This design comes from an exercise in tuning for small area, a short achievable clock period and few clock cycles per item on the open sky130 flow, not from production work.
The RTL was checked by simulation tests, not by an equivalence proof against the original design.

## run a
==> flow/design.v <==
module owcrc_engine (
    input  wire        clk,
    input  wire        rst,           
    input  wire        host_sel,
    input  wire        host_we,
    input  wire [7:0]  host_addr,
    input  wire [31:0] host_wdata,
    output reg  [31:0] host_rdata
);
    reg [31:0] cmd_q;
    reg        err, ill, wign;
    reg [15:0] crc_acc;
    reg [31:0] devid_lo, devid_hi;
    reg [6:0]  xfer_addr;
    reg [7:0]  xfer_reg;
    reg [4:0]  xfer_len;
    reg [15:0] data_q;
    reg [1:0]  cfg_speed;
    reg [2:0]  cfg_gsel, cfg_isel;
    reg [23:0] res;
    reg [31:0] buf0, buf1, buf2, buf3;
    reg        crc_run;       
    reg [1:0]  widx;          
    reg        lx_run;        
    reg [1:0]  lx_cnt;        
    wire busy = crc_run | lx_run;
    wire wr = host_sel &  host_we;
    wire a_lo = (host_addr[7:6] == 2'b00) && (host_addr[1:0] == 2'b00);
    wire a_hi = (host_addr[7:4] == 4'b0100) && (host_addr[1:0] == 2'b00);
    wire [3:0] ai = host_addr[5:2];
    wire s_cmd  = a_lo && ai == 4'd0;
    wire s_stat = a_lo && ai == 4'd1;
    wire s_crc  = a_lo && ai == 4'd2;
    wire s_dlo  = a_lo && ai == 4'd3;
    wire s_dhi  = a_lo && ai == 4'd4;
    wire s_xfer = a_lo && ai == 4'd5;
    wire s_data = a_lo && ai == 4'd6;
    wire s_cfg  = a_lo && ai == 4'd7;
    wire s_buf  = a_hi;
    wire dropable = s_cmd | s_crc | s_dlo | s_dhi | s_xfer | s_data | s_cfg | s_buf;
    wire wr_ok    = wr & ~busy;
    wire [31:0] status_word = {23'd0, wign, 3'd0, err, ill, 1'b0, err, busy};
    reg  [31:0] rd_lo, rd_buf;
    always @(*) begin
        case (ai)
            4'd0: rd_lo = cmd_q;
            4'd1: rd_lo = status_word;
            4'd2: rd_lo = {16'd0, crc_acc};
            4'd3: rd_lo = devid_lo;
            4'd4: rd_lo = devid_hi;
            4'd5: rd_lo = {11'd0, xfer_len, xfer_reg, 1'b0, xfer_addr};
            4'd6: rd_lo = {16'd0, data_q};
            4'd7: rd_lo = {21'd0, cfg_isel, 1'b0, cfg_gsel, 2'b00, cfg_speed};
            4'd8: rd_lo = {{10{res[21]}}, res[21:0]};
            default: rd_lo = 32'd0;
        endcase
        case (ai[1:0])
            2'd0: rd_buf = buf0;
            2'd1: rd_buf = buf1;
            2'd2: rd_buf = buf2;
            default: rd_buf = buf3;
        endcase
    end
    wire [31:0] rd_val = a_lo ? rd_lo : (a_hi ? rd_buf : 32'd0);
    function [15:0] crc8;
        input [15:0] c;
        input [7:0]  b;
        integer k;
        reg [15:0] x;
        begin
            x = c ^ {8'h00, b};
            for (k = 0; k < 8; k = k + 1)
                x = x[0] ? ((x >> 1) ^ 16'hA001) : (x >> 1);
            crc8 = x;
        end
    endfunction
    wire [15:0] crc_byte_res = crc8(crc_acc, data_q[7:0]);
    reg [31:0] cw;
    always @(*) begin
        case (widx)
            2'd0: cw = buf0;
            2'd1: cw = buf1;
            2'd2: cw = buf2;
            default: cw = buf3;
        endcase
    end
    wire [15:0] t1 = crc8(crc_acc, cw[7:0]);
    wire [15:0] t2 = crc8(t1, cw[15:8]);
    wire [15:0] t3 = crc8(t2, cw[23:16]);
    wire [15:0] t4 = crc8(t3, cw[31:24]);
    wire [4:0]  crem = xfer_len - {1'b0, widx, 2'b00};    
    wire        clast = (crem <= 5'd4);
    reg  [15:0] chunk;
    always @(*) begin
        if (!clast) chunk = t4;
        else case (crem[1:0])
            2'd1: chunk = t1;
            2'd2: chunk = t2;
            2'd3: chunk = t3;
            default: chunk = t4;
        endcase
    end
    wire        dneg  = data_q[15];
    wire [6:0]  dg5   = {3'd0, data_q[3:0]} * 7'd5 + (dneg ? 7'd7 : 7'd4);
    wire [3:0]  dg    = dg5[6:3];
    wire [11:0] dh    = data_q[15:4];
    wire [12:0] dt_v  = {dh[11], dh} * 13'sd10 + {9'd0, dg};
    wire        dt_ok = dneg ? (data_q >= 16'hFC8F) : (data_q <= 16'd2000);
    wire [16:0] bt_m  = {{4{data_q[12]}}, data_q[12:0]} * 17'd10;
    wire [12:0] bt_v  = bt_m[16:4];
    wire        lx_sel_ok = ~cfg_gsel[2] & (cfg_isel != 3'd7);
    wire [3:0]  lx_s   = {2'b00, cfg_gsel[1:0]} + {1'b0, cfg_isel};
    wire [19:0] lx_x   = {data_q, 3'b000} + {4'd0, data_q};    
    function [9:0] lx_step;            
        input [7:0] r;
        input [1:0] b;
        reg [9:0] t;
        reg [9:0] d1, d2, d3;
        begin
            t  = {r, b};
            d1 = t - 10'd250;
            d2 = t - 10'd500;
            d3 = t - 10'd750;
            if (t >= 10'd750)      lx_step = {2'd3, d3[7:0]};
            else if (t >= 10'd500) lx_step = {2'd2, d2[7:0]};
            else if (t >= 10'd250) lx_step = {2'd1, d1[7:0]};
            else                   lx_step = {2'd0, t[7:0]};
        end
    endfunction
    reg [11:0] lx_qn;
    reg [7:0]  lx_rn;
    reg [9:0]  lx_sr;
    integer j;
    always @(*) begin
        lx_qn = res[11:0];
        lx_rn = res[19:12];
        for (j = 0; j < 2; j = j + 1) begin
            lx_sr = lx_step(lx_rn, lx_qn[11:10]);
            lx_qn = {lx_qn[9:0], lx_sr[9:8]};
            lx_rn = lx_sr[7:0];
        end
    end
    wire [7:0]  lx_b  = res[19:12];
    wire [11:1] lx_t  = {lx_b >= 8'd230, lx_b >= 8'd209, lx_b >= 8'd188,
                         lx_b >= 8'd167, lx_b >= 8'd146, lx_b >= 8'd125,
                         lx_b >= 8'd105, lx_b >= 8'd84,  lx_b >= 8'd63,
                         lx_b >= 8'd42,  lx_b >= 8'd21};
    wire [3:0]  lx_h  = {lx_t[8],
                         lx_t[4] & ~lx_t[8],
                         (lx_t[2] & ~lx_t[4]) | (lx_t[6] & ~lx_t[8]) | lx_t[10],
                         (lx_t[1] & ~lx_t[2]) | (lx_t[3] & ~lx_t[4]) |
                         (lx_t[5] & ~lx_t[6]) | (lx_t[7] & ~lx_t[8]) |
                         (lx_t[9] & ~lx_t[10]) | lx_t[11]};
    wire [8:0]  lx_f   = {lx_b, 1'b0} + {5'd0, lx_h};
    wire [20:0] lx_af  = {res[11:0], lx_f};
    wire [3:0]  lx_rs  = 4'd9 - res[23:20];
    wire [20:0] lx_val = lx_af >> lx_rs;
    wire [7:0] op = host_wdata[7:0];
    wire hz      = (host_wdata[31:8] == 24'd0);
    wire op_nop  = hz && op == 8'h00;
    wire op_byte = hz && op == 8'h01;
    wire op_buf  = hz && op == 8'h02;
    wire op_dt   = hz && op == 8'h22;
    wire op_bt   = hz && op == 8'h32;
    wire op_lx   = hz && op == 8'h42;
    wire len_bad = (xfer_len > 5'd16);
    wire c_ill   = ~(op_nop | op_byte | op_buf | op_dt | op_bt | op_lx)
                   | (op_buf & len_bad) | (op_lx & ~lx_sel_ok);
    wire c_rng   = op_dt & ~dt_ok;
    wire start = wr_ok & s_cmd;
    always @(posedge clk)
        host_rdata <= rd_val;
    wire [31:0] wd    = host_wdata & {32{~rst}};
    wire [31:0] wd_cfg = wd | {22'd0, rst, rst, 3'd0, rst, 4'd0};
    wire ld_crc  = rst | (wr_ok & s_crc);
    wire ld_dlo  = rst | (wr_ok & s_dlo);
    wire ld_dhi  = rst | (wr_ok & s_dhi);
    wire ld_xfer = rst | (wr_ok & s_xfer);
    wire ld_data = rst | (wr_ok & s_data);
    wire ld_cfg  = rst | (wr_ok & s_cfg);
    wire ld_cmd  = rst | start;
    wire ld_b0   = rst | (wr_ok & s_buf & ai[1:0] == 2'd0);
    wire ld_b1   = rst | (wr_ok & s_buf & ai[1:0] == 2'd1);
    wire ld_b2   = rst | (wr_ok & s_buf & ai[1:0] == 2'd2);
    wire ld_b3   = rst | (wr_ok & s_buf & ai[1:0] == 2'd3);
    always @(posedge clk) begin
        if (ld_dlo)  devid_lo <= wd;
        if (ld_dhi)  devid_hi <= wd;
        if (ld_xfer) begin
            xfer_addr <= wd[6:0];
            xfer_reg  <= wd[15:8];
            xfer_len  <= wd[20:16];
        end
        if (ld_data) data_q <= wd[15:0];
        if (ld_cfg) begin
            cfg_speed <= wd_cfg[1:0];
            cfg_gsel  <= wd_cfg[6:4];
            cfg_isel  <= wd_cfg[10:8];
        end
        if (ld_cmd) cmd_q <= wd;
        if (ld_b0)  buf0 <= wd;
        if (ld_b1)  buf1 <= wd;
        if (ld_b2)  buf2 <= wd;
        if (ld_b3)  buf3 <= wd;
    end
    always @(posedge clk) begin
        if (ld_crc)
            crc_acc <= wd[15:0];
        else if (crc_run || (start && op_buf && !len_bad && xfer_len != 5'd0))
            crc_acc <= chunk;
        else if (start && op_byte)
            crc_acc <= crc_byte_res;
    end
    always @(posedge clk) begin
        if (rst) begin
            err       <= 1'b0;
            ill       <= 1'b0;
            wign      <= 1'b0;
            res       <= 24'd0;
            crc_run   <= 1'b0;
            widx      <= 2'd0;
            lx_run    <= 1'b0;
            lx_cnt    <= 2'd0;
        end else begin
            if (wr && s_stat && host_wdata[8])
                wign <= 1'b0;
            if (wr && dropable && busy)
                wign <= 1'b1;
            if (start) begin
                err   <= c_ill | c_rng;
                ill   <= c_ill;
                if (op_buf && !len_bad && xfer_len != 5'd0 && !clast) begin
                    crc_run <= 1'b1;
                    widx    <= 2'd1;
                end
                if (op_dt)
                    res <= dt_ok ? {{11{dt_v[12]}}, dt_v} : 24'd0;
                if (op_bt)
                    res <= {{11{bt_v[12]}}, bt_v};
                if (op_lx && lx_sel_ok) begin
                    res    <= {lx_s, lx_x[19:12], lx_x[11:0]};
                    lx_cnt <= 2'd0;
                    lx_run <= 1'b1;
                end
            end
            if (crc_run) begin
                widx <= widx + 2'd1;
                if (clast) begin
                    crc_run <= 1'b0;
                    widx    <= 2'd0;
                end
            end
            if (lx_run) begin
                lx_cnt <= lx_cnt + 2'd1;
                if (lx_cnt == 2'd3) begin
                    res    <= {3'd0, lx_val};
                    lx_run <= 1'b0;
                end else
                    res[19:0] <= {lx_rn, lx_qn};
            end
        end
    end
endmodule
export LEC_CHECK = 0
export CAP_MARGIN = 20
export CORE_MARGIN = 2
export CORE_UTILIZATION = 30
export SLEW_MARGIN = 20
export TNS_END_PERCENT = 0
create_clock -name core_clock -period 12.0 [get_ports {clk}]
standard.sh (not shown) runs the stock make flow with config.mk's settings and CLKGATE_MAP_FILE= SYNTH_SCRIPT=/design/flow/synth_recipe.tcl, a recipe that flattens the netlist after the stock synthesis.
==> flow/flow/run.sh <==
#!/bin/bash
# The standard ORFS layout (standard.sh, standard synthesis unchanged) with
# faster port buffers and timing repair asked to leave extra setup slack.
set -euo pipefail
MARGIN=$(cat flow/margin.txt)
PORTBUF=$(cat flow/portbuf.txt)
bash standard.sh SETUP_SLACK_MARGIN=$MARGIN "BUFFER_PORTS_ARGS=-buffer_cell $PORTBUF" finish > standard.log 2>&1
==> flow/flow/margin.txt <==
8.2
==> flow/flow/portbuf.txt <==
sky130_fd_sc_hd__buf_4
Testbench counts of run a, summed over its fixed seeds: cycles 14,986, commands 1,920.
Changes in run b relative to run a:
--- a/flow/design.v
+++ b/flow/design.v
@@ -167,7 +167,7 @@
     wire c_ill   = ~(op_nop | op_byte | op_buf | op_dt | op_bt | op_lx)
                    | (op_buf & len_bad) | (op_lx & ~lx_sel_ok);
     wire c_rng   = op_dt & ~dt_ok;
-    wire start = wr_ok & s_cmd;
+    wire start = wr_ok & s_cmd & ~rst;
     always @(posedge clk)
         host_rdata <= rd_val;
     wire [31:0] wd    = host_wdata & {32{~rst}};
@@ -203,20 +203,35 @@
         if (ld_b2)  buf2 <= wd;
         if (ld_b3)  buf3 <= wd;
     end
-    always @(posedge clk) begin
-        if (ld_crc)
-            crc_acc <= wd[15:0];
-        else if (crc_run || (start && op_buf && !len_bad && xfer_len != 5'd0))
-            crc_acc <= chunk;
-        else if (start && op_byte)
-            crc_acc <= crc_byte_res;
-    end
+    wire        crc_cmd_ld  = start & ((op_buf & ~len_bad & (xfer_len != 5'd0)) | op_byte);
+    wire [15:0] crc_cmd_val = host_wdata[0] ? crc_byte_res : chunk;
+    wire [15:0] crc_other   = ld_crc ? wd[15:0] : (crc_run ? chunk : crc_acc);
+    always @(posedge clk)
+        crc_acc <= crc_cmd_ld ? crc_cmd_val : crc_other;
+    wire        res_cmd_ld  = start & (op_dt | op_bt | (op_lx & lx_sel_ok));
+    wire [23:0] res_dt      = dt_ok ? {{11{dt_v[12]}}, dt_v} : 24'd0;
+    wire [23:0] res_bt      = {{11{bt_v[12]}}, bt_v};
+    wire [23:0] res_lx0     = {lx_s, lx_x[19:12], lx_x[11:0]};
+    wire [23:0] res_cmd_val = host_wdata[6] ? res_lx0 : (host_wdata[4] ? res_bt : res_dt);
+    reg  [23:0] res_other;
+    always @(*) begin
+        res_other = res;
+        if (rst)
+            res_other = 24'd0;
+        else if (lx_run) begin
+            if (lx_cnt == 2'd3)
+                res_other = {3'd0, lx_val};
+            else
+                res_other[19:0] = {lx_rn, lx_qn};
+        end
+    end
+    always @(posedge clk)
+        res <= res_cmd_ld ? res_cmd_val : res_other;
     always @(posedge clk) begin
         if (rst) begin
             err       <= 1'b0;
             ill       <= 1'b0;
             wign      <= 1'b0;
-            res       <= 24'd0;
             crc_run   <= 1'b0;
             widx      <= 2'd0;
             lx_run    <= 1'b0;
@@ -233,12 +248,7 @@
                     crc_run <= 1'b1;
                     widx    <= 2'd1;
                 end
-                if (op_dt)
-                    res <= dt_ok ? {{11{dt_v[12]}}, dt_v} : 24'd0;
-                if (op_bt)
-                    res <= {{11{bt_v[12]}}, bt_v};
                 if (op_lx && lx_sel_ok) begin
-                    res    <= {lx_s, lx_x[19:12], lx_x[11:0]};
                     lx_cnt <= 2'd0;
                     lx_run <= 1'b1;
                 end
@@ -252,11 +262,8 @@
             end
             if (lx_run) begin
                 lx_cnt <= lx_cnt + 2'd1;
-                if (lx_cnt == 2'd3) begin
-                    res    <= {3'd0, lx_val};
+                if (lx_cnt == 2'd3)
                     lx_run <= 1'b0;
-                end else
-                    res[19:0] <= {lx_rn, lx_qn};
             end
         end
     end
### Flow results
Delta (run b minus run a): slew at the pin closest to its max-slew limit fell 0.15 ns, share of final layout cell area taken by non-clock buffers went up, maximum operating frequency increased by 5.6% relative to the old numbers, final worst-path cycle share dropped 2.0 points.
Compared with run a, run b ends up with more cell area.
Cell area after placement: run b vs run a — no meaningful difference
NOTE: number of cells traversed by the worst hold path in run b falls short of that of run a
Comparing area overhead of the layout relative to synthesis for run a and run b, the bigger number came from run b.
Testbench counts of run b, summed over its fixed seeds: cycles 14,986, commands 1,920.

-- afterwards: timing with drivers on the ports --
The flow's constraints put no driver on any port. The routed layouts listed below were extracted and timed again, unchanged, in two steps. Step 1, drivers: a clkbuf_16 drives clk and a buf_2 each remaining input, both assumed. Step 2 adds t to the input delays and takes it off the output delays; t is the mean of the earliest and latest rising clock arrival at the registers after step 1. Input paths then give back, and output paths get back, about the clock's delay inside the block. Three values: ideal ports, drivers, drivers and shift; two values: the first two.
run | t, ns | slack for setup (ns) | worst setup path at the end | worst register clock-pin slew, ns
run a | 0.611 | 7.461 / 7.470 / 6.875 | input to register | 0.06 / 0.06
run b | 0.617 | 7.702 / 7.698 / 7.081 | input to register | 0.07 / 0.07
After both steps every run listed still meets setup and hold. For run b, which loses most, drivers alone change the setup slack by -0.004 ns; drivers and shift together by -0.621 ns.
